This design comes from an exercise in tuning for small area, a short achievable clock period and few clock cycles per item on the open sky130 flow, not from production work. The RTL was checked by simulation tests, not by an equivalence proof against the original design. Power and IR drop assume default switching activity.

$ cat design/flow/config.mk
export PLATFORM = sky130hd
export DESIGN_NAME = tcp_rx
export DESIGN_NICKNAME = tcp_rx
export VERILOG_FILES = /design/flow/design.v
export SDC_FILE = /design/flow/constraint.sdc
export NUM_CORES = 4
export LEC_CHECK = 0
export CAP_MARGIN = 20
export CORE_MARGIN = 2
export CORE_UTILIZATION = 40
export PLACE_DENSITY = 0.6
export SLEW_MARGIN = 20
$ cat design/flow/flow/run.sh
#!/bin/bash
# Layout flow: the standard ORFS flow (standard.sh) with these changes:
# - ports buffered by the smallest plain buffer (buf_1) instead of the
#   delay-cell buffer buffer_ports picks by default;
# - timing repair aimed at a setup margin below the clock period, so the
#   resizer works on the paths that set the achieved period; that
#   timing repair only resizes cells, swaps pins and removes buffers
#   (SETUP_MOVE_SEQUENCE), it inserts no buffers;
# - clock tree synthesis without dummy loads, with sink clusters of up to
#   25 registers.
# The make output goes to standard.log; each ORFS step writes its own log
# under orfs/logs/.
set -euo pipefail
bash standard.sh \
  "BUFFER_PORTS_ARGS=-buffer_cell sky130_fd_sc_hd__buf_1" \
  "SETUP_SLACK_MARGIN=7.7" \
  "SETUP_MOVE_SEQUENCE=unbuffer,sizeup,swap" \
  "CTS_ARGS=-sink_clustering_enable -repair_clock_nets -dont_use_dummy_load -sink_clustering_size 25 -sink_clustering_max_diameter 150" \
  finish > standard.log 2>&1
$ cat design/flow/constraint.sdc
create_clock -name core_clock -period 11.0 [get_ports {clk}]
set_input_delay 2.2000 -clock core_clock [delete_from_list [all_inputs] [get_ports {clk}]]
set_output_delay 2.2000 -clock core_clock [all_outputs]
set_load 0.01 [all_outputs]
$ cat design/flow/design.v
module tcp_rx (
    input  wire        clk,
    input  wire        rst,
    input  wire        start,
    output wire        ready,
    input  wire        raw,
    input  wire [31:0] src_addr,
    input  wire [31:0] dst_addr,
    input  wire [15:0] len,
    input  wire        in_valid,
    output wire        in_ready,
    input  wire [31:0] in_data,
    output reg         done,
    output reg  [1:0]  result,
    output reg  [15:0] csum,
    output reg  [2:0]  seg_class,
    output reg  [15:0] payload_len,
    output reg  [15:0] sport,
    output reg  [15:0] dport,
    output reg  [31:0] seq_num,
    output reg  [31:0] ack_num,
    output reg  [3:0]  doff,
    output reg  [5:0]  flags,
    output reg  [15:0] window,
    output reg  [15:0] cksum_field,
    output reg  [15:0] urg_ptr
);
    localparam [1:0] RES_OK        = 2'd0;
    localparam [1:0] RES_MALFORMED = 2'd1;
    localparam [1:0] RES_CHECKSUM  = 2'd2;
    localparam [2:0] C_NONE   = 3'd0;
    localparam [2:0] C_DATA   = 3'd1;
    localparam [2:0] C_SYN    = 3'd2;
    localparam [2:0] C_SYNACK = 3'd3;
    localparam [2:0] C_ACK    = 3'd4;
    localparam [2:0] C_FIN    = 3'd5;
    localparam [2:0] C_FINACK = 3'd6;
    function [31:0] csa;
        input [15:0] a;
        input [15:0] b;
        input [15:0] c;
        reg   [15:0] s, k;
        begin
            s   = a ^ b ^ c;
            k   = (a & b) | (a & c) | (b & c);
            csa = {k[14:0], k[15], s};
        end
    endfunction
    reg         ready_q;      
    reg         in_ready_q;   
    reg         pend_q;       
    reg         raw_q;
    reg  [1:0]  low_q;        
    reg         short_q;      
    reg         hok_q;        
    reg         clr_q;        
    reg  [13:0] rem_q;        
    reg         rz_q;         
    reg  [4:0]  hc_q;         
    reg  [15:0] sx_q, sy_q;   
    assign ready    = ready_q;
    assign in_ready = in_ready_q;
    wire beat   = in_valid & in_ready_q;
    wire last   = rz_q | ((rem_q == 14'd1) & (low_q == 2'd0));
    wire busy0  = ~ready_q & ~in_ready_q;          
    wire clr    = clr_q;                           
    wire [3:0] lane_ok;
    assign lane_ok[3] = 1'b1;
    assign lane_ok[2] = ~rz_q | (low_q != 2'd1);
    assign lane_ok[1] = ~rz_q | (low_q == 2'd3);
    assign lane_ok[0] = ~rz_q;
    wire [3:0]  lane = lane_ok & {4{in_ready_q}};
    wire [31:0] dm   = in_data & {{8{lane[3]}}, {8{lane[2]}}, {8{lane[1]}}, {8{lane[0]}}};
    wire [15:0] op_z = raw_q          ? 16'd0 :
                       busy0          ? 16'd6 :
                       (hc_q == 5'd0) ? {rem_q, low_q} :
                       (hc_q == 5'd1) ? 16'd6 : 16'd0;
    wire [31:0] l1 = csa(clr ? 16'd0 : sx_q, clr ? 16'd0 : sy_q, op_z);
    wire [15:0] op_a = ready_q ? src_addr[31:16] : l1[15:0];
    wire [15:0] op_b = ready_q ? src_addr[15:0]  : l1[31:16];
    wire [15:0] op_c = ready_q ? dst_addr[31:16] : dm[31:16];
    wire [15:0] op_d = ready_q ? dst_addr[15:0]  : dm[15:0];
    wire [31:0] l2 = csa(op_a, op_b, op_c);
    wire [31:0] l3 = csa(l2[15:0], l2[31:16], op_d);
    wire [16:0] fs0    = {1'b0, sx_q} + {1'b0, sy_q};
    wire [15:0] fs1    = sx_q + sy_q + 16'd1;
    wire [15:0] fold   = fs0[16] ? fs1 : fs0[15:0];
    wire        sum_ok = ((sx_q ^ sy_q) == 16'hFFFF) | ((sx_q & sy_q) == 16'hFFFF);
    wire [4:0]  hc_inc    = hc_q + 5'd1;
    wire        hc_ge4    = (hc_q[4:2] != 3'd0);    
    wire        pl_take   = beat & hc_ge4 & (hc_q == {1'b0, doff});
    wire        pl_clear  = beat & (hc_q == 5'd0);
    wire        hdr_fit   = beat & hc_ge4 & (hc_inc == {1'b0, doff}) & ~rz_q;
    wire        malformed = short_q | (doff < 4'd5) | ~hok_q;
    wire [5:0]  k         = flags & 6'h17;
    reg  [2:0]  cls;
    always @(*) begin
        if (payload_len != 16'd0)
            cls = ((flags & 6'h07) == 6'h00) ? C_DATA : C_NONE;
        else begin
            case (k)
                6'h02:   cls = C_SYN;
                6'h12:   cls = C_SYNACK;
                6'h10:   cls = C_ACK;
                6'h01:   cls = C_FIN;
                6'h11:   cls = C_FINACK;
                default: cls = C_NONE;
            endcase
        end
    end
    always @(posedge clk) begin
        csum        <= ~fold;
        seg_class   <= cls;
        if (raw_q)
            result <= RES_OK;
        else if (malformed)
            result <= RES_MALFORMED;
        else if (!sum_ok)
            result <= RES_CHECKSUM;
        else
            result <= RES_OK;
    end
    always @(posedge clk) begin
        if (in_valid || !in_ready_q)
            {sy_q, sx_q} <= l3;
    end
    always @(posedge clk) begin
        if (beat) begin
            case (hc_q)
                5'd0: begin
                    sport <= in_data[31:16];
                    dport <= in_data[15:0];
                end
                5'd1: seq_num <= in_data;
                5'd2: ack_num <= in_data;
                5'd3: begin
                    doff   <= in_data[31:28];
                    flags  <= in_data[21:16];
                    window <= in_data[15:0];
                end
                5'd4: begin
                    cksum_field <= in_data[31:16];
                    urg_ptr     <= in_data[15:0];
                end
                default: ;
            endcase
        end
    end
    always @(posedge clk) begin
        if (ready_q && start) begin
            raw_q <= raw;
            low_q   <= len[1:0];
            short_q <= (len[15:2] < 14'd5);
        end
        if (pl_clear)
            payload_len <= 16'd0;
        else if (pl_take)
            payload_len <= {rem_q, low_q};
        if (pl_clear)
            hok_q <= 1'b0;
        else if (hdr_fit)
            hok_q <= 1'b1;
        if (ready_q)
            clr_q <= raw;
        else if (beat)
            clr_q <= 1'b0;
        if (ready_q)
            hc_q <= 5'd0;
        else if (beat && hc_q != 5'd16)
            hc_q <= hc_inc;
        if (ready_q) begin
            rem_q <= len[15:2];
            rz_q  <= (len[15:2] == 14'd0);
        end else if (beat) begin
            rem_q <= rem_q - 14'd1;
            rz_q  <= (rem_q == 14'd1);
        end
    end
    always @(posedge clk) begin
        if (rst) begin
            ready_q    <= 1'b1;
            in_ready_q <= 1'b0;
            pend_q     <= 1'b0;
            done       <= 1'b0;
        end else begin
            done <= ready_q & pend_q;
            if (ready_q) begin
                if (start) begin
                    ready_q    <= 1'b0;
                    in_ready_q <= (len != 16'd0);
                    pend_q     <= 1'b0;
                end else begin
                    pend_q     <= 1'b0;
                end
            end else if (busy0) begin
                ready_q <= 1'b1;
                pend_q  <= 1'b1;
            end else if (beat && last) begin
                in_ready_q <= 1'b0;
                ready_q    <= 1'b1;
                pend_q     <= 1'b1;
            end
        end
    end
endmodule
$ cat design/flow/standard.sh
#!/bin/bash
# synth_recipe.tcl (not shown) runs the flow's synth.tcl, then flattens the netlist and writes it again
# the make line also repeats each setting of config.mk as NAME=value (left out here)
make -C /OpenROAD-flow-scripts/flow DESIGN_CONFIG=/design/flow/config.mk WORK_HOME=/design/flow/orfs CLKGATE_MAP_FILE= SYNTH_SCRIPT=/design/flow/synth_recipe.tcl "${@:-finish}"
==> out/results.txt, run 1 <==
Rows -> 62
DR DRC count -> 0
Final setup fails -> 0
Final instance area -> 14100 µm²
Setup_tns -> 0 ns
Hpwl dp -> 23500 µm
Yosys top cell area share -> 53.5%
WP data required -> 8.80 ns
Synth Area in XOR/XNOR -> 2.50%
CTS tree -> done
Area delta synth->final -> 21.5%
Routed wire length -> 31100 µm
Synth area leader -> edfxtp_1
Crit. Startpoint -> doff[2]
Synthesized cell area -> 11600 µm²
Inserted Clock Buffers -> 14
Fillers -> 2649
Flop-to-flop setup slack -> 7.64 ns
Post-synthesis net count -> 1045
Largest fanout on the critical path -> 6
Die ar. -> 30300 µm²
Routed Antenna Nets -> 0
DRT Pass-1 Iters -> 4
Post-synthesis mux area share -> 4.25%
Min-delay src -> pend_q
Gp weighted congestion -> 0.878
Critical path class -> reg2out
RSZ-0062 raised after global routing -> yes
Vias in the first global route -> 7757
#FFs+latches synth -> 253
Async SR Flop Fraction -> 0%
Largest family of logic cells by synthesized area -> adder cells
Die Y -> 174 µm
Compound-cell area share of the yosys netlist -> 7.38%
Adder-cell share of the synthesized area -> 11.1%
H-tree depth -> 1
Main flop type after synthesis -> edfxtp_1
Min cycle time layout -> 3.36 ns
PD cells -> 192 nW/µm²
Routed WL per cell -> 20.2 µm
Max-slew violation count -> 0
Simple-Gate Fraction of Synth Area -> 10.3%
Syn avg cell area -> 13.5 µm²
Period utilization -> 30.6%
Hold EP -> done
Via Count -> 7732
Reg clk slew, reported paths -> 0.10 ns
Hold Path Stages -> 2
Critical Path AT -> 1.16 ns
Worst-Skew Late Latency -> 0.48 ns
Worst VDD drop -> 0.129 mV
Max stage delay on crit path -> 0.51 ns
First-pass GRT wire length -> 46600 µm
I/O Pins -> 311
Number of synthesized flops with an enable pin -> 206
Sink Count -> 253
Syn. warnings -> 1
Antenna violations before repair -> 1
Core area -> 28500 µm²
Most frequent cells in the layout -> 302 x buf_1, 206 x edfxtp_1, 58 x nand2_1, 48 x nor2_1, 41 x inv_1
Crit-path slowest cell -> edfxtp_1
Clock tree buffer depth -> 3
Reg-to-reg critical path endpoint -> sx_q[13]
Initial core utilization -> 40.5%
Clock root cell -> clkbuf_16
Fraction of layout cells with a size suffix above 1 -> 12.8%
Max Freq -> 297 MHz
Commonest non-fill, non-tap cell in the layout -> buf_1
Width of the die -> 174 µm
Top delay family on crit path -> flip-flops
Clock Skews -> 0.0634 ns
Placement Cell Area -> 13500 µm²
Critical path, cell by cell -> buf_1
Via density -> 5.02
Largest cells by area after synthesis -> edfxtp_1 54%, fa_1 8.7%, dfxtp_1 8.1%
Final hold vios -> 0
Nature of the critical path endpoint -> output pin
CP Buf/Inv Count -> 1
Status -> finished clean
Layout Nets -> 1348
Total GRT Usage -> 20.2%
Startpoint types -> register
Reg2reg start -> hc_q[1]
PortBufs -> 310
Slew @ Worst Pin -> 0.902 ns
FF-to-FF path depth -> 12
Non-Filler Instances -> 1540
Max-Cap Viols -> 0
Diode count -> 0
Hold Crit Class -> reg2reg
Relative slew slack -> 39.8%
Largest net degree at the start of global routing -> 67
Gate Count Post-Synth -> 855
Seq/Total Area, Yosys -> 61.6%
Lkg Pwr -> 4.97 nW
Initial DRC Count -> 445
Placed cell count -> 1525
Number of distinct library cells after synthesis -> 56
GRT Residual Overflow -> 0
## per-stage QoR
stage,util (%),total power [mW],hold slack (ns),setup WS (ns)
3_5_place_dp,47.3,2.19,0.431,6.79
6_report,49.2,2.70,0.449,7.64
4_1_cts,49.0,2.72,0.446,7.62
2_1_floorplan,-,1.90,0.410,7.21
5_1_grt,49.2,2.86,0.480,7.52
3_3_place_gp,47.3,2.18,0.426,6.85
## final cells by class
| class | instances | area (µm²) | share of cell area, % |
|---|---|---|---|
| flip-flops and latches | 253 | 7150 | 50.9 |
| multi-input cells | 520 | 4610 | 32.8 |
| repair buffers | 318 | 1260 | 8.98 |
| well taps | 384 | 480 | 3.42 |
| clock buffers | 14 | 350 | 2.49 |
| inverters | 51 | 198 | 1.41 |
## cells in the mapped netlist, types with 2 or more instances
cell type,instances
edfxtp_1,206
nand2_1,59
fa_1,50
inv_1,50
nor2_1,49
mux2i_1,48
dfxtp_1,47
nor2b_1,34
a21oi_1,31
o21ai_0,30
ha_1,23
xnor2_1,23
clkbuf_1,17
a22oi_1,16
and2_1,14
nor3_1,13
nand4_1,12
nor4_1,12
buf_2,10
xor2_1,10
a22o_1,8
and3_1,8
o21ai_1,8
or3_1,8
a21o_1,7
a31oi_1,6
nand3_1,6
o21a_1,6
buf_1,4
nand2b_1,4
o21bai_1,4
nor3b_1,3
o31ai_1,3
a211oi_1,2
a21oi_2,2
o31a_1,2
## how the worst max path moves through the flow
stage	to	slack (ns)	cells past startpoint
detailed placement	payload_len[8]	6.79	6
global placement	payload_len[2]	6.85	6
floorplan	cksum_field[0]	7.21	2
global route	sx_q[13]	7.52	12
finish	doff[2]	7.64	1
CTS	doff[2]	7.62	1
## layer usage
metal  global-route usage [%]  up-vias  wire (µm)
met4                     4.10        0        547
met3                     3.87       26       2240
li1                         -     3666          -
met5                        0        -          0
met1                     27.2     3734      13200
met2                     34.4      306      15100
## cells by family after synthesis
family | after synthesis
flops | 253
simple gates | 232
compound gates | 133
buf+inv | 82
fa+ha+maj | 73
mux | 49
xor+xnor | 33
## what timing repair did
action                     4_1_cts  5_1_grt
setup endpoints to repair      163       44
hold endpoints to repair         0        0
buffers inserted                 0        0
gates cloned                     0        0
gates resized for setup         45       18
pin swaps                       24       13
hold buffers                     0        0
## report_power, final
group | switching, mW | total (mW) | internal [mW]
Sequential | 0.0675 | 1.23 | 1.16
Clock | 0.287 | 0.516 | 0.229
Combinational | 0.566 | 0.952 | 0.386
Total | 0.921 | 2.70 | 1.78
## tightest hold or removal path: stages, from the launching register on
cell and delay (ns):
dfxtp_1 0.33, nand2_1 0.05, nor2_1 0.04
## state kept, by name, indices dropped and copies added, names as in the netlist, 5 cells and up
name         count
sport           16
sx_q            16
window          16
ack_num         32
dport           16
seq_num         32
rem_q           14
hc_q             5
sy_q            16
flags            6
csum            16
urg_ptr         16
payload_len     16
cksum_field     16
Testbench counts, summed over its fixed seeds: cycles 93,989, items 1,280.
==> run 2: changes to the inputs <==
--- a/design/flow/flow/run.sh
+++ b/design/flow/flow/run.sh
@@ -16,2 +16,3 @@
   "SETUP_SLACK_MARGIN=7.7" \
+  "GPL_TIMING_DRIVEN=0" \
   "SETUP_MOVE_SEQUENCE=unbuffer,sizeup,swap" \
==> out/results.txt, run 2 <==
Number of distinct library cells after synthesis -> 56 (unchanged)
H-tree depth -> 1 (unchanged)
Critical path class -> reg2reg (was reg2out)
Setup_tns -> 0 ns (unchanged)
Core area -> 28500 µm² (unchanged)
Gp weighted congestion -> 0.944 (was 0.878)
Gate Count Post-Synth -> 855 (unchanged)
Relative slew slack -> 31.2% (was 39.8%)
Slew @ Worst Pin -> 1.03 ns (was 0.902 ns)
Total GRT Usage -> 21.5% (was 20.2%)
Sink Count -> 253 (unchanged)
Diode count -> 0 (unchanged)
Worst VDD drop -> 0.134 mV (was 0.129 mV)
Max-Cap Viols -> 0 (unchanged)
Synth area leader -> edfxtp_1 (unchanged)
Hpwl dp -> 25500 µm (was 23500 µm)
Antenna violations before repair -> 0 (was 1)
Seq/Total Area, Yosys -> 61.6% (unchanged)
Area delta synth->final -> 22.9% (was 21.5%)
Most frequent cells in the layout -> 302 x buf_1, 206 x edfxtp_1, 58 x nand2_1, 47 x nor2_1, 43 x inv_1 (was 302 x buf_1, 206 x edfxtp_1, 58 x nand2_1, 48 x nor2_1, 41 x inv_1)
I/O Pins -> 311 (unchanged)
Clock Skews -> 0.0808 ns (was 0.0634 ns)
Min cycle time layout -> 3.45 ns (was 3.36 ns)
Clock tree buffer depth -> 3 (unchanged)
Vias in the first global route -> 8004 (was 7757)
Max stage delay on crit path -> 0.46 ns (was 0.51 ns)
Max Freq -> 290 MHz (was 297 MHz)
Crit-path slowest cell -> fa_1 (was edfxtp_1)
DR DRC count -> 0 (unchanged)
Largest fanout on the critical path -> 10 (was 6)
WP data required -> 11.24 ns (was 8.80 ns)
Number of synthesized flops with an enable pin -> 206 (unchanged)
Lkg Pwr -> 5.09 nW (was 4.97 nW)
CTS tree -> done (unchanged)
Hold Slack -> 0.452 ns (was 0.449 ns)
DRT Pass-1 Iters -> 6 (was 4)
Via density -> 5.06 (was 5.02)
Critical Path AT -> 3.70 ns (was 1.16 ns)
Width of the die -> 174 µm (unchanged)
Reg clk slew, reported paths -> 0.11 ns (was 0.10 ns)
Syn. warnings -> 1 (unchanged)
Commonest non-fill, non-tap cell in the layout -> buf_1 (unchanged)
First-pass GRT wire length -> 49000 µm (was 46600 µm)
Inserted Clock Buffers -> 14 (unchanged)
PortBufs -> 310 (unchanged)
Post-Place Worst Slack -> 6.88 ns (was 6.79 ns)
PD cells -> 192 nW/µm² (about the same)
Routed wire length -> 32900 µm (was 31100 µm)
Worst-Skew Late Latency -> 0.50 ns (was 0.48 ns)
Main flop type after synthesis -> edfxtp_1 (unchanged)
Rows -> 62 (unchanged)
Final instance area -> 14200 µm² (was 14100 µm²)
Max-slew violation count -> 0 (unchanged)
Final hold vios -> 0 (unchanged)
Top delay family on crit path -> adder cells (was flip-flops)
Multi-input gate area -> 4600 µm² (was 4610 µm²)
Clock root cell -> clkbuf_16 (unchanged)
CTS Hold Bufs -> 0 (unchanged)
#FFs+latches synth -> 253 (unchanged)
Async SR Flop Fraction -> 0% (unchanged)
Fillers -> 2645 (was 2649)
Yosys top cell area share -> 53.5% (unchanged)
Post-synthesis net count -> 1045 (unchanged)
Status -> finished clean (unchanged)
Register area -> 7140 µm² (was 7150 µm²)
Fraction of layout cells with a size suffix above 1 -> 13.7% (was 12.8%)
Initial core utilization -> 40.5% (unchanged)
Critical path, cell by cell -> inv_4, ha_4, nand2b_4, or3_4, nor3_4, buf_8, and2_4, fa_1, mux2i_2, fa_1, inv_2, fa_2 (was buf_1)
Layout Nets -> 1377 (was 1348)
Via Count -> 7936 (was 7732)
Largest cells by area after synthesis -> edfxtp_1 54%, fa_1 8.7%, dfxtp_1 8.1% (unchanged)
Routed Antenna Nets -> 0 (unchanged)
Placement Cell Area -> 13700 µm² (was 13500 µm²)
Synthesized cell area -> 11600 µm² (unchanged)
Most frequent cell after synthesis -> edfxtp_1 (unchanged)
GRT Residual Overflow -> 0 (unchanged)
Final WS setup -> 7.55 ns (was 7.64 ns)
Final setup fails -> 0 (unchanged)
Die Y -> 174 µm (unchanged)
Top cells by count, synth -> 206 x edfxtp_1, 59 x nand2_1, 50 x fa_1, 50 x inv_1, 49 x nor2_1 (unchanged)
RSZ-0062 raised after global routing -> yes (unchanged)
CP Buf/Inv Count -> 3 (was 1)
Period utilization -> 31.4% (was 30.6%)
Largest net degree at the start of global routing -> 42 (was 67)
Biggest regs -> ack_num (32), seq_num (32) (unchanged)
Nature of the critical path endpoint -> register (was output pin)
Syn avg cell area -> 13.5 µm² (unchanged)
Die ar. -> 30300 µm² (unchanged)
Routed WL per cell -> 21.0 µm (was 20.2 µm)
Hold Crit Class -> reg2reg (unchanged)
Crit-path most repeated cell -> fa_1
Initial DRC Count -> 510 (was 445)
Startpoint types -> register (unchanged)
==> run 2: cell types whose count changed in the layout (fill, tap and decap cells not counted), sizes merged <==
cell / previous run / this run
clkbuf: 18 / 36
buf: 314 / 325
==> run 2: path summary, 6_finish.rpt <==
check                           cells after the start  startpoint       to  slack [ns]
worst max-delay path                               12     hc_q[1]  sx_q[5]        7.55
worst min-delay path                                2      pend_q     done        0.45
worst max register to register                     12     hc_q[1]  sx_q[5]        7.55
worst min register to register                      2      pend_q     done        0.45
==> run 2: per-layer routing <==
metal | GRT usage, % | routed length (µm)
met5 | 0 | 0
met4 | 4.17 | 570
met3 | 5.56 | 2710
met2 | 36.6 | 15800
met1 | 28.1 | 13800
==> run 2: area by class of cell <==
class                           count  area share (%)
Sequential cell                   253            50.3
Clock buffer                       14            2.47
Buffer                             31            1.22
Multi-Input combinational cell    520            32.4
Inverter                           51            1.38
Tap cell                          384            3.38
Timing Repair Buffer              316            8.89
==> run 2: report_power, final <==
group | switching [mW] | internal [mW]
logic | 0.593 | 0.391
registers | 0.0627 | 1.16
clock network | 0.292 | 0.229
total | 0.947 | 1.78
==> run 2: through the flow <==
stage                     power, mW  std cells  util, %
final                          2.73       1569     49.8
after floorplan                1.90        855        -
after CTS                      2.75       1569     49.6
after detailed placement       2.22       1555     47.9
after global routing           2.90       1569     49.8
after global placement         2.21       1549     47.6
==> run 2: timing repair <==
| action | 4_1_cts | 5_1_grt |
|---|---|---|
| pin swaps | 18 | 13 |
| setup buffers | 0 | 0 |
| setup endpoints to repair | 209 | 55 |
| gates resized for setup | 48 | 22 |
==> run 2: kinds of logic (layout without fill, tap and decap cells) <==
family	after synthesis	after routing	share of synthesized area (%)
fa+ha+maj	73	73	11.1
simple gates	232	232	10.3
buf+inv	82	412	2.77
mux	49	49	4.25
xor+xnor	33	33	2.50
compound gates	133	133	7.38
flops	253	253	61.6
==> run 2: worst min-delay path, stage by stage, from the launching register on <==
cell     delay [ns]
dfxtp_1        0.32
nand2_1        0.06
nor2_1         0.04
==> run 3: changes to the inputs <==
--- a/design/flow/flow/run.sh
+++ b/design/flow/flow/run.sh
@@ -16,3 +16,3 @@
   "SETUP_SLACK_MARGIN=7.7" \
-  "GPL_TIMING_DRIVEN=0" \
+  "CAP_MARGIN=5" "SLEW_MARGIN=5" \
   "SETUP_MOVE_SEQUENCE=unbuffer,sizeup,swap" \
==> out/results.txt, run 3 <==
Gp weighted congestion -> 0.878 (was 0.944)
Largest fanout on the critical path -> 6 (was 10)
Largest cells by area after synthesis -> edfxtp_1 54%, fa_1 8.7%, dfxtp_1 8.1% (unchanged)
Number of distinct library cells after synthesis -> 56 (unchanged)
Via Count -> 7692 (was 7936)
I/O Pins -> 311 (unchanged)
Width of the die -> 174 µm (unchanged)
Sequential group share of total power -> 45.7% (was 44.9%)
Int Pwr -> 1.78 mW (about the same)
Most frequent cell after synthesis -> edfxtp_1 (unchanged)
Max-slew violation count -> 0 (unchanged)
Setup_tns -> 0 ns (unchanged)
Switching pwr -> 0.920 mW (was 0.947 mW)
Nature of the critical path endpoint -> output pin (was register)
Post-Place Worst Slack -> 6.79 ns (was 6.88 ns)
Diode count -> 0 (unchanged)
Initial core utilization -> 40.5% (unchanged)
Die Y -> 174 µm (unchanged)
RSZ-0062 raised after global routing -> yes (unchanged)
Slew @ Worst Pin -> 1.10 ns (was 1.03 ns)
Die ar. -> 30300 µm² (unchanged)
Crit-path slowest cell -> edfxtp_1 (was fa_1)
Syn. warnings -> 1 (unchanged)
Status -> finished clean (unchanged)
Seq/Total Area, Yosys -> 61.6% (unchanged)
Vias in the first global route -> 7757 (was 8004)
Relative slew slack -> 26.9% (was 31.2%)
Main flop type after synthesis -> edfxtp_1 (unchanged)
#FFs+latches synth -> 253 (unchanged)
Syn avg cell area -> 13.5 µm² (unchanged)
Max Freq -> 298 MHz (was 290 MHz)
GRT Residual Overflow -> 0 (unchanged)
Antenna violations before repair -> 1 (was 0)
H-tree depth -> 1 (unchanged)
Reg clk slew, reported paths -> 0.10 ns (was 0.11 ns)
WP data required -> 8.80 ns (was 11.24 ns)
Comb power frac -> 35.1% (was 36.0%)
Post-synthesis net count -> 1045 (unchanged)
Core area -> 28500 µm² (unchanged)
Synthesized cell area -> 11600 µm² (unchanged)
Period utilization -> 30.5% (was 31.4%)
Critical path, cell by cell -> buf_1 (was inv_4, ha_4, nand2b_4, or3_4, nor3_4, buf_8, and2_4, fa_1, mux2i_2, fa_1, inv_2, fa_2)
Startpoint types -> register (unchanged)
Worst-Skew Late Latency -> 0.48 ns (was 0.50 ns)
DRT Pass-1 Iters -> 5 (was 6)
Clock root cell -> clkbuf_16 (unchanged)
Initial DRC Count -> 418 (was 510)
# Post-CTS Setup Buffers -> 0 (unchanged)
Area delta synth->final -> 21.4% (was 22.9%)
Min cycle time layout -> 3.36 ns (was 3.45 ns)
Max-Cap Viols -> 0 (unchanged)
Routed wire length -> 31000 µm (was 32900 µm)
Synth area leader -> edfxtp_1 (unchanged)
Hpwl dp -> 23500 µm (was 25500 µm)
Hold Crit Class -> reg2reg (unchanged)
Yosys top cell area share -> 53.5% (unchanged)
Sink Count -> 253 (unchanged)
Fraction of layout cells with a size suffix above 1 -> 12.7% (was 13.7%)
DR DRC count -> 0 (unchanged)
First-pass GRT wire length -> 46600 µm (was 49000 µm)
Inserted Clock Buffers -> 14 (unchanged)
CP Buf/Inv Count -> 1 (was 3)
Top delay family on crit path -> flip-flops (was adder cells)
Critical path class -> reg2out (was reg2reg)
PortBufs -> 310 (unchanged)
Hold Slack -> 0.450 ns (was 0.452 ns)
Clock Skews -> 0.0631 ns (was 0.0808 ns)
Clock network power share -> 19.2% (was 19.1%)
Via density -> 5.00 (was 5.06)
Routed WL per cell -> 20.2 µm (was 21.0 µm)
Most frequent cells in the layout -> 303 x buf_1, 206 x edfxtp_1, 58 x nand2_1, 48 x nor2_1, 41 x inv_1 (was 302 x buf_1, 206 x edfxtp_1, 58 x nand2_1, 47 x nor2_1, 43 x inv_1)
CTS tree -> done (unchanged)
Largest net degree at the start of global routing -> 67 (was 42)
CTS Hold Bufs -> 0 (unchanged)
Clock tree buffer depth -> 3 (unchanged)
Worst VDD drop -> 0.129 mV (was 0.134 mV)
Layout Nets -> 1347 (was 1377)
Lkg Pwr -> 4.96 nW (was 5.09 nW)
Critical Path AT -> 1.16 ns (was 3.70 ns)
Number of synthesized flops with an enable pin -> 206 (unchanged)
Total GRT Usage -> 20.2% (was 21.5%)
Commonest non-fill, non-tap cell in the layout -> buf_1 (unchanged)
Routed Antenna Nets -> 0 (unchanged)
Rows -> 62 (unchanged)
Async SR Flop Fraction -> 0% (unchanged)
Final WS setup -> 7.64 ns (was 7.55 ns)
Biggest regs -> ack_num (32), seq_num (32) (unchanged)
PD cells -> 192 nW/µm² (about the same)
Gate Count Post-Synth -> 855 (unchanged)
Final setup fails -> 0 (unchanged)
Top cells by count, synth -> 206 x edfxtp_1, 59 x nand2_1, 50 x fa_1, 50 x inv_1, 49 x nor2_1 (unchanged)
Switching portion of total power -> 34.1% (was 34.7%)
Final hold vios -> 0 (unchanged)
Max stage delay on crit path -> 0.51 ns (was 0.46 ns)
-- run 3: power by group through the flow --
| stage | registers, mW | clock network (mW) | logic, mW |
|---|---|---|---|
| 2_1_floorplan | 1.24 | 0 | 0.657 |
| 3_3_place_gp | 1.26 | 0 | 0.927 |
| 3_5_place_dp | 1.26 | 0 | 0.938 |
| 4_1_cts | 1.23 | 0.531 | 0.950 |
| 5_1_grt | 1.24 | 0.560 | 1.05 |
| 6_report | 1.23 | 0.517 | 0.947 |
-- run 3: logic make-up (layout without fill, tap and decap cells) --
group	Yosys count	after routing	synth area share, %
AND/OR/NAND/NOR	232	232	10.3
adder cells (fa/ha/maj)	73	73	11.1
multiplexers	49	49	4.25
flip-flops	253	253	61.6
XOR/XNOR	33	33	2.50
buffers and inverters	82	382	2.77
AO/OA/AOI/OAI	133	133	7.38
-- run 3: layout make-up --
type | count | area, µm²
clock buffers | 14 | 350
repair buffers | 317 | 1250
fillers | 2649 | 14500
multi-input cells | 520 | 4620
well taps | 384 | 480
flip-flops and latches | 253 | 7150
inverters | 51 | 198
-- run 3: worst register-to-register path: stages, from the launching register on --
cell	delay [ns]
dfxtp_4	0.39
inv_4	0.07
ha_4	0.14
nand2b_4	0.07
or3_4	0.38
nor3_4	0.13
buf_6	0.16
and2_1	0.15
fa_2	0.47
mux2i_2	0.20
fa_1	0.44
inv_1	0.08
fa_2	0.42
-- run 3: repair_timing --
action | in CTS | in global routing
pin swaps | 24 | 8
hold endpoints to repair | 0 | 0
endpoints found under the setup margin | 163 | 51
resized for setup | 45 | 18
-- run 3: stage by stage --
step	cell area [µm²]	util, %	std cells	total power, mW
final	14000	49.2	1539	2.70
after CTS	14000	49.0	1539	2.72
after global placement	13500	47.3	1525	2.18
after global routing	14000	49.2	1539	2.86
after detailed placement	13500	47.3	1525	2.19
after floorplan	11900	-	855	1.90
-- run 3: layer usage --
layer | track usage (%) | vias up | wire length [µm] | part of all wire [%]
met5 | 0 | - | 0 | 0
met4 | 4.10 | 0 | 548 | 1.8
met3 | 3.87 | 26 | 2030 | 6.5
met2 | 34.4 | 289 | 15000 | 49
met1 | 27.2 | 3712 | 13400 | 43
li1 | - | 3665 | - | -
-- run 3: final timing paths --
path                            depth (start not counted)    start  slack [ns]        to
worst max register to register                         12  hc_q[1]        7.65  sx_q[13]
worst min register to register                          2   pend_q        0.45      done
worst min-delay path                                    2   pend_q        0.45      done
worst max-delay path                                    1  doff[2]        7.64   doff[2]
==> run 4: changes to the inputs <==
--- a/design/flow/flow/run.sh
+++ b/design/flow/flow/run.sh
@@ -15,4 +15,3 @@
   "BUFFER_PORTS_ARGS=-buffer_cell sky130_fd_sc_hd__buf_1" \
-  "SETUP_SLACK_MARGIN=7.7" \
-  "CAP_MARGIN=5" "SLEW_MARGIN=5" \
+  "SETUP_SLACK_MARGIN=7.8" \
   "SETUP_MOVE_SEQUENCE=unbuffer,sizeup,swap" \
==> out/results.txt, run 4 <==
Gate Count Post-Synth -> 855 (unchanged)
WP data required -> 8.80 ns (about the same)
Initial core utilization -> 40.5% (unchanged)
Post-synthesis net count -> 1045 (unchanged)
Critical path class -> reg2out (unchanged)
CTS Hold Bufs -> 0 (unchanged)
Slew @ Worst Pin -> 1.07 ns (was 1.10 ns)
Largest net degree at the start of global routing -> 59 (was 67)
Clock root cell -> clkbuf_16 (unchanged)
Largest fanout on the critical path -> 53 (was 6)
PD cells -> 187 nW/µm² (was 192 nW/µm²)
First-pass GRT wire length -> 46900 µm (was 46600 µm)
Max-slew violation count -> 0 (unchanged)
Post-Place Worst Slack -> 6.87 ns (was 6.79 ns)
Placed cell count -> 1525 (unchanged)
GRT Residual Overflow -> 0 (unchanged)
Fraction of layout cells with a size suffix above 1 -> 31.1% (was 12.7%)
Via density -> 5.09 (was 5.00)
PortBufs -> 310 (unchanged)
Reg clk slew, reported paths -> 0.09 ns (was 0.10 ns)
Total GRT Usage -> 20.4% (was 20.2%)
Hold Path Stages -> 2 (unchanged)
Critical path, cell by cell -> buf_16, buf_6 (was buf_1)
Final core occ -> 50.9% (was 49.2%)
Synthesized cell area -> 11600 µm² (unchanged)
Nature of the critical path endpoint -> output pin (unchanged)
Layout Nets -> 1348 (was 1347)
Seq/Total Area, Yosys -> 61.6% (unchanged)
Gp weighted congestion -> 0.872 (was 0.878)
Worst VDD drop -> 0.106 mV (was 0.129 mV)
Hpwl dp -> 23800 µm (was 23500 µm)
DRT Pass-1 Iters -> 7 (was 5)
Number of distinct library cells after synthesis -> 56 (unchanged)
Max stage delay on crit path -> 0.38 ns (was 0.51 ns)
Max Freq -> 282 MHz (was 298 MHz)
Commonest non-fill, non-tap cell in the layout -> edfxtp_1 (was buf_1)
Main flop type after synthesis -> edfxtp_1 (unchanged)
Min cycle time layout -> 3.54 ns (was 3.36 ns)
Status -> finished clean (unchanged)
Clock tree buffer depth -> 3 (unchanged)
Period utilization -> 32.2% (was 30.5%)
Register area -> 7180 µm² (was 7150 µm²)
Multi-input gate area -> 4650 µm² (was 4620 µm²)
CTS tree -> done (unchanged)
Syn avg cell area -> 13.5 µm² (unchanged)
Most frequent cell after synthesis -> edfxtp_1 (unchanged)
Die ar. -> 30300 µm² (unchanged)
RSZ-0062 raised after global routing -> yes (unchanged)
Number of synthesized flops with an enable pin -> 206 (unchanged)
Routed wire length -> 31100 µm (was 31000 µm)
Lkg Pwr -> 5.58 nW (was 4.96 nW)
I/O Pins -> 311 (unchanged)
Biggest regs -> ack_num (32), seq_num (32) (unchanged)
Inserted Clock Buffers -> 14 (unchanged)
Setup_tns -> 0 ns (unchanged)
Startpoint types -> register (unchanged)
Final hold vios -> 0 (unchanged)
Placement Cell Area -> 13500 µm² (unchanged)
Rows -> 62 (unchanged)
Final setup fails -> 0 (unchanged)
Most frequent cells in the layout -> 206 x edfxtp_1, 126 x buf_1, 115 x clkbuf_2, 58 x nand2_1, 47 x nor2_1 (was 303 x buf_1, 206 x edfxtp_1, 58 x nand2_1, 48 x nor2_1, 41 x inv_1)
Non-Filler Instances -> 1540 (was 1539)
Synth area leader -> edfxtp_1 (unchanged)
Async SR Flop Fraction -> 0% (unchanged)
Crit-path slowest cell -> dfxtp_4 (was edfxtp_1)
Largest cells by area after synthesis -> edfxtp_1 54%, fa_1 8.7%, dfxtp_1 8.1% (unchanged)
Core area -> 28500 µm² (unchanged)
Worst-Skew Late Latency -> 0.50 ns (was 0.48 ns)
#FFs+latches synth -> 253 (unchanged)
H-tree depth -> 1 (unchanged)
Sink Count -> 253 (unchanged)
Die Y -> 174 µm (unchanged)
FF-to-FF path depth -> 12 (unchanged)
Max-Cap Viols -> 0 (unchanged)
Antenna violations before repair -> 0 (was 1)
DR DRC count -> 0 (unchanged)
Yosys top cell area share -> 53.5% (unchanged)
Fillers -> 2575 (was 2649)
Routed WL per cell -> 20.2 µm (about the same)
Top cells by count, synth -> 206 x edfxtp_1, 59 x nand2_1, 50 x fa_1, 50 x inv_1, 49 x nor2_1 (unchanged)
Final instance area -> 14500 µm² (was 14000 µm²)
# Post-CTS Setup Buffers -> 0 (unchanged)
Initial DRC Count -> 464 (was 418)
Final WS setup -> 7.46 ns (was 7.64 ns)
Hold Crit Class -> reg2reg (unchanged)
Syn. warnings -> 1 (unchanged)
Routed Antenna Nets -> 0 (unchanged)
Width of the die -> 174 µm (unchanged)
Critical Path AT -> 1.34 ns (was 1.16 ns)
Vias in the first global route -> 7855 (was 7757)
Clock Skews -> 0.0572 ns (was 0.0631 ns)
Relative slew slack -> 28.7% (was 26.9%)
Diode count -> 0 (unchanged)
Via Count -> 7832 (was 7692)
Area delta synth->final -> 25.7% (was 21.4%)
## run 4: kinds of logic (layout without fill, tap and decap cells)
| group | count (synthesis) | after routing | share of synthesized area, % |
|---|---|---|---|
| xor+xnor | 33 | 33 | 2.50 |
| buf+inv | 82 | 383 | 2.77 |
| flops | 253 | 253 | 61.6 |
| fa+ha+maj | 73 | 73 | 11.1 |
| compound gates | 133 | 133 | 7.38 |
| mux | 49 | 49 | 4.25 |
| simple gates | 232 | 232 | 10.3 |
## run 4: worst paths after layout
check | start | endpoint | slack [ns]
worst max-delay path | ready_q | ready | 7.46
worst min-delay path | pend_q | done | 0.45
worst max register to register | hc_q[1] | sx_q[0] | 7.65
worst min register to register | pend_q | done | 0.45
## run 4: area by class of cell
cell class / instances / share of cell area (%)
clock buffers: 14 / 2.41
inverters: 51 / 1.35
multi-input cells: 520 / 32.0
flip-flops and latches: 253 / 49.4
well taps: 384 / 3.31
repair buffers: 318 / 11.6
## run 4: per-stage QoR
| step | hold WS, ns | total power, mW |
|---|---|---|
| final | 0.449 | 2.72 |
| after global routing | 0.486 | 2.89 |
| after CTS | 0.453 | 2.74 |
| after detailed placement | 0.439 | 2.20 |
| after global placement | 0.431 | 2.18 |
| after floorplan | 0.410 | 1.90 |
## run 4: report_power, final
group	switching, mW	internal [mW]
logic	0.567	0.408
clock network	0.290	0.229
registers	0.0657	1.16
total	0.923	1.80
## run 4: worst max-delay path, delay by kind of cell, from the launching register on
family | cells | cell delay [ns]
buffers and inverters | 2 | 0.47
DFF | 1 | 0.38
## run 4: timing repair
action | in CTS | in global routing
pin swaps | 32 | 20
setup endpoints to repair | 304 | 275
gates resized for setup | 167 | 147
## run 4: metal layers
| layer | share of wire [%] | vias up | GRT usage (%) |
|---|---|---|---|
| li1 | - | 3681 | - |
| met1 | 41 | 3825 | 26.2 |
| met2 | 50 | 300 | 35.3 |
| met3 | 6.9 | 26 | 4.59 |
| met4 | 1.8 | 0 | 4.59 |
| met5 | 0 | - | 0 |
==> run 5: changes to the inputs <==
--- a/design/flow/flow/run.sh
+++ b/design/flow/flow/run.sh
@@ -15,3 +15,3 @@
   "BUFFER_PORTS_ARGS=-buffer_cell sky130_fd_sc_hd__buf_1" \
-  "SETUP_SLACK_MARGIN=7.8" \
+  "SETUP_SLACK_MARGIN=7.6" \
   "SETUP_MOVE_SEQUENCE=unbuffer,sizeup,swap" \
==> out/results.txt, run 5 <==
Status -> finished clean (unchanged)
Synth area leader -> edfxtp_1 (unchanged)
DRT met1 WL -> 13000 µm (was 12700 µm)
FF-to-FF path depth -> 8 (was 12)
Clock tree buffer depth -> 3 (unchanged)
Hpwl dp -> 23400 µm (was 23800 µm)
Syn. warnings -> 1 (unchanged)
Initial DRC Count -> 436 (was 464)
Setup_tns -> 0 ns (unchanged)
Min cycle time layout -> 3.72 ns (was 3.54 ns)
Uppermost layer routed -> met4 (unchanged)
Largest cells by area after synthesis -> edfxtp_1 54%, fa_1 8.7%, dfxtp_1 8.1% (unchanged)
Switching portion of total power -> 34.0% (was 33.9%)
Gate Count Post-Synth -> 855 (unchanged)
Reg-to-reg critical path endpoint -> sx_q[2] (was sx_q[0])
WP data required -> 8.80 ns (about the same)
Flop-to-flop setup slack -> 7.50 ns (was 7.65 ns)
I/O Pins -> 311 (unchanged)
CP Buf/Inv Count -> 1 (was 2)
Syn avg cell area -> 13.5 µm² (unchanged)
RSZ-0062 raised after global routing -> yes (unchanged)
Relative slew slack -> 29.6% (was 28.7%)
Async SR Flop Fraction -> 0% (unchanged)
Comb power frac -> 34.7% (was 35.8%)
#FFs+latches synth -> 253 (unchanged)
Clock root cell -> clkbuf_16 (unchanged)
Biggest regs -> ack_num (32), seq_num (32) (unchanged)
First-pass GRT wire length -> 46100 µm (was 46900 µm)
Int Pwr -> 1.77 mW (was 1.80 mW)
Main flop type after synthesis -> edfxtp_1 (unchanged)
Most frequent cells in the layout -> 308 x buf_1, 206 x edfxtp_1, 58 x nand2_1, 48 x nor2_1, 47 x inv_1 (was 206 x edfxtp_1, 126 x buf_1, 115 x clkbuf_2, 58 x nand2_1, 47 x nor2_1)
Hold Path Stages -> 2 (unchanged)
H-tree depth -> 1 (unchanged)
Hold EP -> done (unchanged)
Fraction of layout cells with a size suffix above 1 -> 10.6% (was 31.1%)
Max-Cap Viols -> 0 (unchanged)
Top cells by count, synth -> 206 x edfxtp_1, 59 x nand2_1, 50 x fa_1, 50 x inv_1, 49 x nor2_1 (unchanged)
Reg2reg start -> hc_q[4] (was hc_q[1])
DRT Pass-1 Iters -> 5 (was 7)
Sink Count -> 253 (unchanged)
Nature of the critical path endpoint -> output pin (unchanged)
Sequential group share of total power -> 46.1% (was 45.2%)
Worst VDD drop -> 0.0901 mV (was 0.106 mV)
Gp weighted congestion -> 0.878 (was 0.872)
Final hold vios -> 0 (unchanged)
Clock Skews -> 0.0674 ns (was 0.0572 ns)
Largest net degree at the start of global routing -> 68 (was 59)
Seq/Total Area, Yosys -> 61.6% (unchanged)
Slew @ Worst Pin -> 1.05 ns (was 1.07 ns)
Routed WL per cell -> 20.0 µm (was 20.2 µm)
Max Freq -> 269 MHz (was 282 MHz)
Routed wire length -> 30700 µm (was 31100 µm)
Core area -> 28500 µm² (unchanged)
Die ar. -> 30300 µm² (unchanged)
Clock network power share -> 19.2% (was 19.0%)
Vias in the first global route -> 7642 (was 7855)
Hold Crit Class -> reg2reg (unchanged)
Crit-path slowest cell -> dfxtp_4 (unchanged)
Multi-input gate area -> 4570 µm² (was 4650 µm²)
Routed Antenna Nets -> 0 (unchanged)
Antenna violations before repair -> 2 (was 0)
PD cells -> 192 nW/µm² (was 187 nW/µm²)
Min-delay src -> pend_q (unchanged)
Max stage delay on crit path -> 0.83 ns (was 0.38 ns)
Area delta synth->final -> 20.8% (was 25.7%)
Final core occ -> 48.9% (was 50.9%)
Total GRT Usage -> 20.0% (was 20.4%)
CTS tree -> done (unchanged)
Met2 wire len -> 14900 µm (was 15700 µm)
Lkg Pwr -> 4.95 nW (was 5.58 nW)
Die Y -> 174 µm (unchanged)
Final setup fails -> 0 (unchanged)
DR DRC count -> 0 (unchanged)
CTS Hold Bufs -> 0 (unchanged)
Switching pwr -> 0.911 mW (was 0.923 mW)
Via Count -> 7778 (was 7832)
Worst-Skew Late Latency -> 0.50 ns (about the same)
Most frequent cell after synthesis -> edfxtp_1 (unchanged)
Width of the die -> 174 µm (unchanged)
Fillers -> 2625 (was 2575)
Commonest non-fill, non-tap cell in the layout -> buf_1 (was edfxtp_1)
Layout Nets -> 1346 (was 1348)
Initial core utilization -> 40.5% (unchanged)
Number of distinct library cells after synthesis -> 56 (unchanged)
Period utilization -> 33.8% (was 32.2%)
DR WL met3 -> 2200 µm (was 2160 µm)
Post-Place Worst Slack -> 6.88 ns (was 6.87 ns)
Register area -> 7140 µm² (was 7180 µm²)
Critical Path AT -> 1.52 ns (was 1.34 ns)
Yosys top cell area share -> 53.5% (unchanged)
PortBufs -> 310 (unchanged)
Critical path class -> reg2out (unchanged)
Number of synthesized flops with an enable pin -> 206 (unchanged)
Rows -> 62 (unchanged)
Synthesized cell area -> 11600 µm² (unchanged)
Max-slew violation count -> 0 (unchanged)
Total power -> 2.68 mW (was 2.72 mW)
GRT Residual Overflow -> 0 (unchanged)
Critical path, cell by cell -> buf_6 (was buf_16, buf_6)
Reg clk slew, reported paths -> 0.11 ns (was 0.09 ns)
Startpoint types -> register (unchanged)
Largest fanout on the critical path -> 45 (was 53)
Inserted Clock Buffers -> 14 (unchanged)
Via density -> 5.05 (was 5.09)
Post-synthesis net count -> 1045 (unchanged)
Final WS setup -> 7.28 ns (was 7.46 ns)
Top delay family on crit path -> flip-flops (was buffers and inverters)
[run 5: cell count changes in the layout (fill, tap and decap cells not counted), moves of 3 or more]
cell      before  now
and2_1         2    5
dfxtp_2       21    0
dfxtp_4        7    4
inv_2         11    1
buf_6         26    2
inv_1         37   47
buf_2         42    1
buf_1        126  308
dfxtp_1       19   43
nor2b_1       23   34
nor2b_2       11    0
clkbuf_2     115    0
[run 5: worst max path at each step]
stage                     slack, ns        endpoint  cells after the start  startpoint
final                          7.28           ready                      1     ready_q
after CTS                      7.22           ready                      1     ready_q
after global placement         6.90  payload_len[3]                      6    in_valid
after detailed placement       6.88  payload_len[5]                      6    in_valid
after global routing           7.18           ready                      1     ready_q
after floorplan                7.21  cksum_field[0]                      2    in_valid
[run 5: worst reg2reg max path: stages (launching register included)]
cell and delay (ns):
dfxtp_1 0.45, nor3_1 0.49, a31oi_1 0.20, a21oi_1 0.39
fa_1 0.50, mux2i_2 0.20, fa_1 0.45, inv_1 0.09
fa_2 0.43
[run 5: kinds of logic after synthesis]
group / share of synthesized area [%]
AOI/OAI and AO/OA: 7.38
xor gates and xnor gates: 2.50
adders and majority gates: 11.1
buffers and inverters: 2.77
DFF: 61.6
muxes: 4.25
and+or+nand+nor: 10.3
[run 5: layer usage]
| layer | GRT usage [%] | up-vias |
|---|---|---|
| li1 | - | 3673 |
| met1 | 26.3 | 3791 |
| met2 | 33.8 | 273 |
| met3 | 4.86 | 41 |
| met4 | 4.24 | 0 |
| met5 | 0 | - |
[run 5: stage by stage]
step,cell area [µm²],cells,hold WS [ns]
4_1_cts,14000,1538,0.454
2_1_floorplan,11900,855,0.410
6_report,14000,1539,0.449
3_3_place_gp,13500,1524,0.426
3_5_place_dp,13500,1524,0.432
5_1_grt,14000,1538,0.475
[run 5: area by class of cell]
| cell class | count | area share, % |
|---|---|---|
| clock buffer | 14 | 2.51 |
| antenna | 1 | 0.0179 |
| multi-input combinational | 520 | 32.7 |
| timing repair buffer | 316 | 8.74 |
| sequential | 253 | 51.1 |
| inverter | 51 | 1.41 |
| tap | 384 | 3.44 |
[run 5: what timing repair did]
action / CTS / global route
buffers inserted: 0 / 0
setup endpoints to repair: 66 / 62
resized for setup: 33 / 2
pin swaps: 16 / 1
[run 5: power by group through the flow]
stage | clock, mW | combinational (mW) | sequential (mW)
5_1_grt | 0.556 | 1.03 | 1.25
2_1_floorplan | 0 | 0.657 | 1.24
3_5_place_dp | 0 | 0.928 | 1.26
6_report | 0.515 | 0.930 | 1.24
3_3_place_gp | 0 | 0.916 | 1.26
4_1_cts | 0.533 | 0.938 | 1.24
==> run 6: changes to the inputs <==
--- a/design/flow/flow/run.sh
+++ b/design/flow/flow/run.sh
@@ -15,5 +15,5 @@
   "BUFFER_PORTS_ARGS=-buffer_cell sky130_fd_sc_hd__buf_1" \
-  "SETUP_SLACK_MARGIN=7.6" \
+  "SETUP_SLACK_MARGIN=7.7" \
   "SETUP_MOVE_SEQUENCE=unbuffer,sizeup,swap" \
-  "CTS_ARGS=-sink_clustering_enable -repair_clock_nets -dont_use_dummy_load -sink_clustering_size 25 -sink_clustering_max_diameter 150" \
+  "CTS_ARGS=-sink_clustering_enable -repair_clock_nets -dont_use_dummy_load -sink_clustering_size 20 -sink_clustering_max_diameter 80" \
   finish > standard.log 2>&1
==> out/results.txt, run 6 <==
Top delay family on crit path -> flip-flops (unchanged)
Routed WL per cell -> 20.2 µm (was 20.0 µm)
Yosys top cell area share -> 53.5% (unchanged)
Final hold vios -> 0 (unchanged)
GRT Residual Overflow -> 0 (unchanged)
Width of the die -> 174 µm (unchanged)
Seq/Total Area, Yosys -> 61.6% (unchanged)
Hold Crit Class -> reg2reg (unchanged)
CTS Hold Bufs -> 0 (unchanged)
Period utilization -> 30.8% (was 33.8%)
Initial DRC Count -> 369 (was 436)
Max Freq -> 295 MHz (was 269 MHz)
Routed Antenna Nets -> 0 (unchanged)
Vias in the first global route -> 7808 (was 7642)
FF-to-FF path depth -> 12 (was 8)
Setup_tns -> 0 ns (unchanged)
Relative slew slack -> 41.1% (was 29.6%)
Multi-input gate area -> 4630 µm² (was 4570 µm²)
Largest fanout on the critical path -> 6 (was 45)
Core area -> 28500 µm² (unchanged)
Syn avg cell area -> 13.5 µm² (unchanged)
Number of synthesized flops with an enable pin -> 206 (unchanged)
Total GRT Usage -> 20.3% (was 20.0%)
CTS tree -> done (unchanged)
Max-slew violation count -> 0 (unchanged)
Fraction of layout cells with a size suffix above 1 -> 13.5% (was 10.6%)
Largest cells by area after synthesis -> edfxtp_1 54%, fa_1 8.7%, dfxtp_1 8.1% (unchanged)
Most frequent cells in the layout -> 301 x buf_1, 206 x edfxtp_1, 58 x nand2_1, 47 x nor2_1, 41 x inv_1 (was 308 x buf_1, 206 x edfxtp_1, 58 x nand2_1, 48 x nor2_1, 47 x inv_1)
Crit-path slowest cell -> edfxtp_1 (was dfxtp_4)
Critical path class -> reg2out (unchanged)
Async SR Flop Fraction -> 0% (unchanged)
Syn. warnings -> 1 (unchanged)
Max stage delay on crit path -> 0.50 ns (was 0.83 ns)
Min cycle time layout -> 3.39 ns (was 3.72 ns)
H-tree depth -> 1 (unchanged)
Hpwl dp -> 23500 µm (was 23400 µm)
Clock root cell -> clkbuf_16 (unchanged)
Status -> finished clean (unchanged)
DR DRC count -> 0 (unchanged)
Sink Count -> 253 (unchanged)
#FFs+latches synth -> 253 (unchanged)
Gp weighted congestion -> 0.878 (about the same)
First-pass GRT wire length -> 46800 µm (was 46100 µm)
PortBufs -> 310 (unchanged)
Reg clk slew, reported paths -> 0.09 ns (was 0.11 ns)
Commonest non-fill, non-tap cell in the layout -> buf_1 (unchanged)
Number of distinct library cells after synthesis -> 56 (unchanged)
Routed wire length -> 31200 µm (was 30700 µm)
Lkg Pwr -> 5.02 nW (was 4.95 nW)
CP Buf/Inv Count -> 1 (unchanged)
Initial core utilization -> 40.5% (unchanged)
Clock tree buffer depth -> 3 (unchanged)
Main flop type after synthesis -> edfxtp_1 (unchanged)
Worst VDD drop -> 0.117 mV (was 0.0901 mV)
Rows -> 62 (unchanged)
Hold Path Stages -> 2 (unchanged)
Register area -> 7150 µm² (was 7140 µm²)
Largest net degree at the start of global routing -> 67 (was 68)
Critical Path AT -> 1.19 ns (was 1.52 ns)
Die ar. -> 30300 µm² (unchanged)
Synth area leader -> edfxtp_1 (unchanged)
Die Y -> 174 µm (unchanged)
Via density -> 5.00 (was 5.05)
Min-delay src -> pend_q (unchanged)
Max-Cap Viols -> 0 (unchanged)
Antenna violations before repair -> 1 (was 2)
Final setup fails -> 0 (unchanged)
Inserted Clock Buffers -> 17 (was 14)
Post-synthesis net count -> 1045 (unchanged)
Worst-Skew Late Latency -> 0.51 ns (was 0.50 ns)
RSZ-0062 raised after global routing -> yes (unchanged)
Hold EP -> done (unchanged)
Slew @ Worst Pin -> 0.884 ns (was 1.05 ns)
DRT Pass-1 Iters -> 5 (unchanged)
Biggest regs -> ack_num (32), seq_num (32) (unchanged)
Synthesized cell area -> 11600 µm² (unchanged)
Reg-to-reg critical path endpoint -> sx_q[8] (was sx_q[2])
PD cells -> 195 nW/µm² (was 192 nW/µm²)
Via Count -> 7716 (was 7778)
# Post-CTS Setup Buffers -> 0 (unchanged)
Layout Nets -> 1351 (was 1346)
Top cells by count, synth -> 206 x edfxtp_1, 59 x nand2_1, 50 x fa_1, 50 x inv_1, 49 x nor2_1 (unchanged)
Flop-to-flop setup slack -> 7.66 ns (was 7.50 ns)
I/O Pins -> 311 (unchanged)
Reg2reg start -> hc_q[1] (was hc_q[4])
Startpoint types -> register (unchanged)
Most frequent cell after synthesis -> edfxtp_1 (unchanged)
Area delta synth->final -> 22.3% (was 20.8%)
Critical path, cell by cell -> buf_1 (was buf_6)
Hold Slack -> 0.447 ns (was 0.449 ns)
Clock Skews -> 0.0543 ns (was 0.0674 ns)
WP data required -> 8.80 ns (about the same)
Nature of the critical path endpoint -> output pin (unchanged)
Gate Count Post-Synth -> 855 (unchanged)
Fillers -> 2652 (was 2625)
Diode count -> 0 (was 1)
## run 6: cell count changes in the layout (fill, tap and decap cells not counted), moves of 3 or more
cell       delta
inv_2         +6
clkbuf_2      +5
dfxtp_2       +3
dfxtp_1       -3
and2_1        -3
inv_1         -6
buf_1         -7
clkbuf_16     +3
## run 6: worst max path at each step
| stage | start | end | cells after the start | slack [ns] |
|---|---|---|---|---|
| after floorplan | in_valid | cksum_field[0] | 2 | 7.21 |
| final | doff[2] | doff[2] | 1 | 7.61 |
| after CTS | doff[2] | doff[2] | 1 | 7.60 |
| after global routing | hc_q[1] | sx_q[0] | 12 | 7.55 |
| after global placement | in_valid | payload_len[2] | 6 | 6.85 |
| after detailed placement | in_valid | payload_len[8] | 6 | 6.79 |
## run 6: power breakdown
part,leakage (nW),internal [mW],switching [mW]
Clock,0.209,0.275,0.302
Sequential,2.32,1.16,0.0680
Combinational,2.49,0.387,0.566
## run 6: cells by family (layout without fill, tap and decap cells)
group | Yosys count | after routing | synth area share, %
flip-flops | 253 | 253 | 61.6
multiplexers | 49 | 49 | 4.25
AO/OA/AOI/OAI | 133 | 133 | 7.38
adder cells (fa/ha/maj) | 73 | 73 | 11.1
AND/OR/NAND/NOR | 232 | 232 | 10.3
XOR/XNOR | 33 | 33 | 2.50
buffers and inverters | 82 | 386 | 2.77
## run 6: stage by stage
step | instances | area, µm² | setup slack [ns] | util (%) | power, mW
2_1_floorplan | 855 | 11900 | 7.21 | - | 1.90
3_3_place_gp | 1525 | 13500 | 6.85 | 47.3 | 2.18
3_5_place_dp | 1525 | 13500 | 6.79 | 47.3 | 2.19
4_1_cts | 1542 | 14100 | 7.60 | 49.4 | 2.78
5_1_grt | 1543 | 14100 | 7.55 | 49.5 | 2.92
6_report | 1543 | 14100 | 7.61 | 49.5 | 2.76
## run 6: repair_timing
item,4_1_cts,5_1_grt
setup endpoints to repair,160,44
gates resized for setup,53,16
pin swaps,29,10
endpoints found under the hold margin,0,0
## run 6: per-layer routing
metal | routed length, µm | global-route usage, %
met3 | 1970 | 3.78
met5 | 0 | 0
met1 | 13500 | 27.1
met2 | 15100 | 34.6
met4 | 688 | 4.83
## run 6: final cells by class
class | instances | area share (%)
Timing Repair Buffer | 318 | 8.93
Clock buffer | 17 | 3.01
Sequential cell | 253 | 50.5
Multi-Input combinational cell | 520 | 32.7
Inverter | 51 | 1.40
Tap cell | 384 | 3.40
## run 6: worst reg2reg max path, delay by kind of cell, from the launching register on
kind,cells,cell delay [ns]
multiplexers,1,0.19
adder cells (fa/ha/maj),4,1.45
buffers and inverters,3,0.32
AND/OR/NAND/NOR,4,0.73
flip-flops,1,0.38
==> run 7: changes to the inputs <==
==> design/flow/run.sh (new file) <==
#!/bin/bash
# synth_recipe.tcl (not shown) runs the flow's synth.tcl, then flattens the netlist and writes it again
# the make line also repeats each setting of config.mk as NAME=value (left out here)
make -C /OpenROAD-flow-scripts/flow DESIGN_CONFIG=/design/flow/config.mk WORK_HOME=/design/flow/orfs CLKGATE_MAP_FILE= SYNTH_SCRIPT=/design/flow/synth_recipe.tcl finish
--- a/design/flow/config.mk
+++ b/design/flow/config.mk
@@ -11,2 +11,3 @@
 export PLACE_DENSITY = 0.6
+export SETUP_SLACK_MARGIN = 5
 export SLEW_MARGIN = 20
removed: design/flow/flow/run.sh
removed: design/flow/standard.sh
==> out/results.txt, run 7 <==
Status -> finished clean (unchanged)
Die ar. -> 30300 µm² (unchanged)
CTS tree -> done (unchanged)
Syn avg cell area -> 13.5 µm² (unchanged)
Number of synthesized flops with an enable pin -> 206 (unchanged)
FF-to-FF path depth -> 8 (was 12)
Synth area leader -> edfxtp_1 (unchanged)
Main flop type after synthesis -> edfxtp_1 (unchanged)
Worst VDD drop -> 0.121 mV (was 0.117 mV)
Period utilization -> 44.1% (was 30.8%)
Lkg Pwr -> 6.09 nW (was 5.02 nW)
Critical path, cell by cell -> buf_4, clkdlybuf4s50_1 (was buf_1)
DRT Pass-1 Iters -> 5 (unchanged)
Gate Count Post-Synth -> 855 (unchanged)
Initial core utilization -> 40.5% (unchanged)
Via Count -> 7861 (was 7716)
Critical path class -> reg2out (unchanged)
First-pass GRT wire length -> 50500 µm (was 46800 µm)
Fraction of layout cells with a size suffix above 1 -> 5.05% (was 13.5%)
Routed Antenna Nets -> 0 (unchanged)
Layout Nets -> 1361 (was 1351)
Fillers -> 2402 (was 2652)
Crit-path slowest cell -> dfxtp_4 (was edfxtp_1)
Non-Filler Instances -> 1574 (was 1543)
Vias in the first global route -> 8236 (was 7808)
Clock tree buffer depth -> 3 (unchanged)
Syn. warnings -> 1 (unchanged)
Max-Cap Viols -> 0 (unchanged)
Slew @ Worst Pin -> 0.994 ns (was 0.884 ns)
Core area -> 28500 µm² (unchanged)
Inserted Clock Buffers -> 27 (was 17)
Sink Count -> 253 (unchanged)
Min-delay src -> pend_q (unchanged)
Via density -> 4.99 (was 5.00)
Min cycle time layout -> 4.85 ns (was 3.39 ns)
I/O Pins -> 311 (unchanged)
Top delay family on crit path -> buffers and inverters (was flip-flops)
Quantity of gates resized following cts -> 0 (was 53)
H-tree depth -> 1 (unchanged)
RSZ-0062 raised after global routing -> no (was yes)
Most frequent cells in the layout -> 310 x clkdlybuf4s50_1, 206 x edfxtp_1, 59 x nand2_1, 50 x inv_1, 50 x fa_1 (was 301 x buf_1, 206 x edfxtp_1, 58 x nand2_1, 47 x nor2_1, 41 x inv_1)
Synthesized cell area -> 11600 µm² (unchanged)
CTS Hold Bufs -> 0 (unchanged)
Reg2reg start -> ready_q (was hc_q[1])
Biggest regs -> ack_num (32), seq_num (32) (unchanged)
Hold EP -> done (unchanged)
Async SR Flop Fraction -> 0% (unchanged)
Number of distinct library cells after synthesis -> 56 (unchanged)
Clock root cell -> clkbuf_16 (unchanged)
Hold Crit Class -> reg2reg (unchanged)
Routed wire length -> 33100 µm (was 31200 µm)
Largest cells by area after synthesis -> edfxtp_1 54%, fa_1 8.7%, dfxtp_1 8.1% (unchanged)
Width of the die -> 174 µm (unchanged)
Rows -> 62 (unchanged)
CP Depth -> 2 (was 1)
Largest fanout on the critical path -> 61 (was 6)
Max stage delay on crit path -> 0.71 ns (was 0.50 ns)
Initial DRC Count -> 486 (was 369)
# Post-CTS Setup Buffers -> 0 (unchanged)
Final hold vios -> 0 (unchanged)
Gp weighted congestion -> 0.927 (was 0.878)
Worst-Skew Late Latency -> 0.53 ns (was 0.51 ns)
PortBufs -> 310 (unchanged)
Nature of the critical path endpoint -> output pin (unchanged)
Reg clk slew, reported paths -> 0.06 ns (was 0.09 ns)
Post-synthesis net count -> 1045 (unchanged)
Top cells by count, synth -> 206 x edfxtp_1, 59 x nand2_1, 50 x fa_1, 50 x inv_1, 49 x nor2_1 (unchanged)
PD cells -> 191 nW/µm² (was 195 nW/µm²)
Routed WL per cell -> 21.0 µm (was 20.2 µm)
Startpoint types -> register (unchanged)
Setup_tns -> 0 ns (unchanged)
Max Freq -> 206 MHz (was 295 MHz)
Final setup fails -> 0 (unchanged)
Seq/Total Area, Yosys -> 61.6% (unchanged)
GRT Residual Overflow -> 0 (unchanged)
Hpwl dp -> 24500 µm (was 23500 µm)
Die Y -> 174 µm (unchanged)
DR DRC count -> 0 (unchanged)
Hold Path Stages -> 2 (unchanged)
Total GRT Usage -> 21.9% (was 20.3%)
Most frequent cell after synthesis -> edfxtp_1 (unchanged)
Clock Skews -> 0.00991 ns (was 0.0543 ns)
CP Buf/Inv Count -> 2 (was 1)
Critical Path AT -> 2.65 ns (was 1.19 ns)
WP data required -> 8.80 ns (about the same)
Antenna violations before repair -> 2 (was 1)
Yosys top cell area share -> 53.5% (unchanged)
Commonest non-fill, non-tap cell in the layout -> clkdlybuf4s50_1 (was buf_1)
Flop-to-flop setup slack -> 6.69 ns (was 7.66 ns)
Relative slew slack -> 33.7% (was 41.1%)
Largest net degree at the start of global routing -> 62 (was 67)
Area delta synth->final -> 37.8% (was 22.3%)
Placed cell count -> 1525 (unchanged)
Max-slew violation count -> 0 (unchanged)
#FFs+latches synth -> 253 (unchanged)
Reg-to-reg critical path endpoint -> sx_q[3] (was sx_q[8])
==> run 7: kinds of logic (layout without fill, tap and decap cells) <==
logic type,after synthesis,count (layout),share of synthesized area (%)
AO/OA/AOI/OAI,133,133,7.38
other,0,1,0
XOR/XNOR,33,33,2.50
multiplexers,49,49,4.25
AND/OR/NAND/NOR,232,232,10.3
flip-flops,253,253,61.6
buffers and inverters,82,416,2.77
adder cells (fa/ha/maj),73,73,11.1
==> run 7: how the worst max path moves through the flow <==
stage	start	to	slack [ns]
CTS	ready_q	ready	6.10
floorplan	in_valid	cksum_field[0]	5.12
global placement	in_valid	payload_len[2]	6.51
detailed placement	in_valid	payload_len[9]	6.45
finish	ready_q	ready	6.15
global route	ready_q	ready	5.99
==> run 7: metrics by stage <==
stage / util [%] / hold slack, ns / power [mW] / worst slack, ns / instance area, µm²
finish: 55.8 / 0.432 / 3.05 / 6.15 / 15900
global route: 55.8 / 0.465 / 3.23 / 5.99 / 15900
CTS: 55.7 / 0.431 / 3.07 / 6.10 / 15900
detailed placement: 52.9 / 0.423 / 2.21 / 6.45 / 15100
global placement: 52.9 / 0.417 / 2.20 / 6.51 / 15100
floorplan: - / 0.410 / 1.86 / 5.12 / 11600
==> run 7: report_power, final <==
group	total, mW	switching, mW	internal [mW]
Combinational	0.956	0.536	0.420
Clock	0.853	0.359	0.494
Sequential	1.24	0.0714	1.17
Total	3.05	0.966	2.08
==> run 7: layout make-up <==
class                   count  area [µm²]  share of cell area, %
flip-flops and latches    253        7130                   44.8
inverters                  51         191                   1.20
well taps                 384         480                   3.02
clock inverters            13         114                  0.715
clock buffers              34         702                   4.41
diodes                      1        2.50                 0.0157
multi-input cells         520        4140                   26.0
repair buffers            318        3170                   19.9
==> run 7: metal layers <==
metal  global-route usage [%]  share of wire, %  up-vias
li1                         -                 -     3701
met1                     28.8                43     3818
met2                     36.1                47      296
met3                     5.86               7.6       44
met4                     5.46               2.3        2
met5                        0             0.039        -
==> run 7: tightest hold or removal path, delay by kind of cell, from the launching register on <==
family / cells / cell delay [ns]
flops: 1 / 0.31
simple gates: 2 / 0.08

==> separate check: timing with driven ports <==
The results above use ideal ports. As a check the final layouts listed here were re-extracted and re-timed, cells and wires unchanged.
Step 1: set_driving_cell puts a clkbuf_16 on clk and a buf_2 on each other input, an assumption about the parent block.
Step 2 also shifts input and output timing later by t, the mid clock arrival at the registers, as if the neighbouring blocks saw the same clock.
a / b / c = ideal ports / drivers / drivers and shift; a / b = the first two.
run | t, ns | setup WS [ns] | hold slack, ns | worst register clock-pin slew, ns | pins driven straight from the clock port
run 1 | 0.510 | 7.639 / 7.586 / 7.190 | 0.449 / 0.449 / 0.449 | 0.10 / 0.10 | 1
run 2 | 0.514 | 7.547 / 7.547 / 7.198 | 0.452 / 0.452 / 0.452 | 0.11 / 0.11 | 1
run 3 | 0.509 | 7.640 / 7.589 / 7.191 | 0.450 / 0.450 / 0.450 | 0.10 / 0.10 | 1
run 4 | 0.524 | 7.458 / 7.406 / 7.222 | 0.449 / 0.449 / 0.449 | 0.10 / 0.10 | 1
run 5 | 0.520 | 7.280 / 7.230 / 7.117 | 0.449 / 0.449 / 0.449 | 0.11 / 0.11 | 1
run 6 | 0.532 | 7.613 / 7.563 / 7.157 | 0.447 / 0.447 / 0.447 | 0.09 / 0.09 | 1
run 7 | 0.578 | 6.151 / 6.099 / 6.631 | 0.432 / 0.432 / 0.432 | 0.06 / 0.06 | 1
After both steps setup and hold are still met in every run listed. For run 6, which loses most, drivers alone change the setup slack by -0.050 ns; drivers and shift together by -0.456 ns.
